Source: an optimization exercise on an open RTL-to-GDS flow (aim: small area, a short achievable clock period and few clock cycles). Production flows keep margins and buffers that such runs may drop. Function was checked by simulation only, so behaviour that the tests miss may differ from the original.

before:
Design tfx, start of the top module:
module tfx #(
  parameter PREMUL_ROUND = 0           
) (
  input  wire        clk,
  input  wire        rst,              
  input  wire        req,
  input  wire        we,
  input  wire [3:0]  addr,             
  input  wire [31:0] wdata,
  output wire        ready,
  output reg  [31:0] rdata
);
  localparam [31:0] ID_VALUE = 32'h31584654;
  localparam [3:0] A_ID = 4'h0, A_STATUS = 4'h1, A_CMD = 4'h2, A_ORDER = 4'h3,
                   A_NREQ = 4'h4, A_WIDTH = 4'h5, A_HEIGHT = 4'h6, A_DIST = 4'h7,
                   A_COORD = 4'h8, A_FLO = 4'h9, A_FHI = 4'hA, A_QBYTE = 4'hB,
                   A_ABYTE = 4'hC, A_NATIVE = 4'hD;
  localparam [7:0] OP_NOP = 8'h00, OP_CLEAR = 8'h01, OP_SETN = 8'h02, OP_SETDIM = 8'h03,
                   OP_D2XY = 8'h04, OP_XY2D = 8'h05, OP_BOUNDS = 8'h06,
                   OP_QH = 8'h10, OP_QC = 8'h11, OP_QL = 8'h12, OP_QA = 8'h13,
                   OP_DQH = 8'h18, OP_DQC = 8'h19, OP_DQL = 8'h1A,
                   OP_PREMUL = 8'h20, OP_UNPREMUL = 8'h21, OP_NALPHA = 8'h22;
  localparam [3:0] E_NONE = 4'd0, E_ILLEGAL = 4'd1, E_ORDER = 4'd2, E_DIMS = 4'd3,
                   E_DIST = 4'd4, E_COORD = 4'd5;
  localparam [2:0] M_DIV = 3'd0, M_QH = 3'd1, M_SET = 3'd2, M_MOD = 3'd3, M_ZT = 3'd4, M_QH2 = 3'd5;
  localparam [1:0] S_QA = 2'd0, S_PM = 2'd1, S_QC = 2'd2, S_QH = 2'd3;
  reg [4:0]  olog;                     
  reg [31:0] nreq, width, height, dist_r, coord, native;
  reg [63:0] f;
  reg [7:0]  qbyte, abyte;
  reg [3:0]  err_last, err_first;
  reg        inb, nan_flag;
  reg        busy;
  reg [2:0]  mode;
  reg [6:0]  cnt;
  assign ready = ~busy;
  wire wr_acc = req & ~busy & we;
  function [4:0] lzc16(input [15:0] v);
    integer i;
    reg found;
    begin
      lzc16 = 5'd16;
      found = 1'b0;
      for (i = 15; i >= 0; i = i - 1)
        if (!found && v[i]) begin
          lzc16 = 5'(15 - i);
          found = 1'b1;
        end
    end
  endfunction
  function [3:0] msb16(input [15:0] v);
    integer i;
    begin
      msb16 = 4'd0;
      for (i = 0; i < 16; i = i + 1)
        if (v[i]) msb16 = i[3:0];
    end
  endfunction
  function [4:0] clog2_16(input [15:0] m);
    reg [15:0] t;
    begin
  ...
==> flow/config.mk <==
export PLATFORM = sky130hd
export DESIGN_NAME = tfx
export DESIGN_NICKNAME = tfx
export VERILOG_FILES = /design/flow/design.v
export SDC_FILE = /design/flow/constraint.sdc
export NUM_CORES = 4
export LEC_CHECK = 0
export ABC_AREA = 1
export CAP_MARGIN = 20
export CORE_MARGIN = 2
export CORE_UTILIZATION = 40
export PLACE_DENSITY = 0.5
export SETUP_SLACK_MARGIN = 5
export SLEW_MARGIN = 20
==> flow/constraint.sdc <==
create_clock -name core_clock -period 20.0 [get_ports {clk}]
set_input_delay 4.0000 -clock core_clock [delete_from_list [all_inputs] [get_ports {clk}]]
set_output_delay 4.0000 -clock core_clock [all_outputs]
set_load 0.01 [all_outputs]
standard.sh (not shown) runs the stock make flow with config.mk's settings and CLKGATE_MAP_FILE= SYNTH_SCRIPT=/design/flow/synth_recipe.tcl, a recipe that flattens the netlist after the stock synthesis.
==> flow/flow/run.sh <==
#!/bin/bash
set -euo pipefail
bash standard.sh SETUP_SLACK_MARGIN=11 TNS_END_PERCENT=100 finish > orfs_make.log 2>&1
Testbench counts of before, summed over its fixed seeds: cycles 26,744.
For after, these inputs were changed with respect to before:
==> flow/flow/run.sh <==
#!/bin/bash
set -euo pipefail
bash standard.sh SETUP_SLACK_MARGIN=9.5 TNS_END_PERCENT=100 finish > orfs_make.log 2>&1
[summary]
- before -> after: flip-flop and latch count delta 0, exact match
- [after] post-CTS setup buffer count fell 338 relative to before
- The area overhead of the layout relative to synthesis number comes out higher for before vs after.

[static timing again, ports no longer ideal]
No port has a modelled driver above. Below, the same layouts with a new extraction and two added sets of constraints. Step 1: set_driving_cell puts a clkbuf_16 on clk and a buf_2 on each other input, an assumption about the parent block. Step 2 moves the port delays by t, midway between the first and last clock arrival at a register: inputs arrive t later, outputs are due t later. That takes back most of the time a late clock gives input paths. Three values: ideal ports, drivers, drivers and shift; two values: the first two.
| run | shift t [ns] | setup slack, ns | hold WS [ns] | worst slew at a driven data input, ns | cell pins on the clock port's net |
|---|---|---|---|---|---|
| before | 0.752 | 10.259 / 10.209 / 9.763 | 0.471 / 0.471 / 0.471 | 0.09 | 1 |
| after | 0.750 | 9.451 / 9.428 / 9.287 | 0.466 / 0.466 / 0.466 | 0.13 | 1 |
After both steps setup and hold are still met in every run listed. The setup slack of before, which loses most, moves by -0.050 ns with the drivers and by -0.496 ns with both steps.
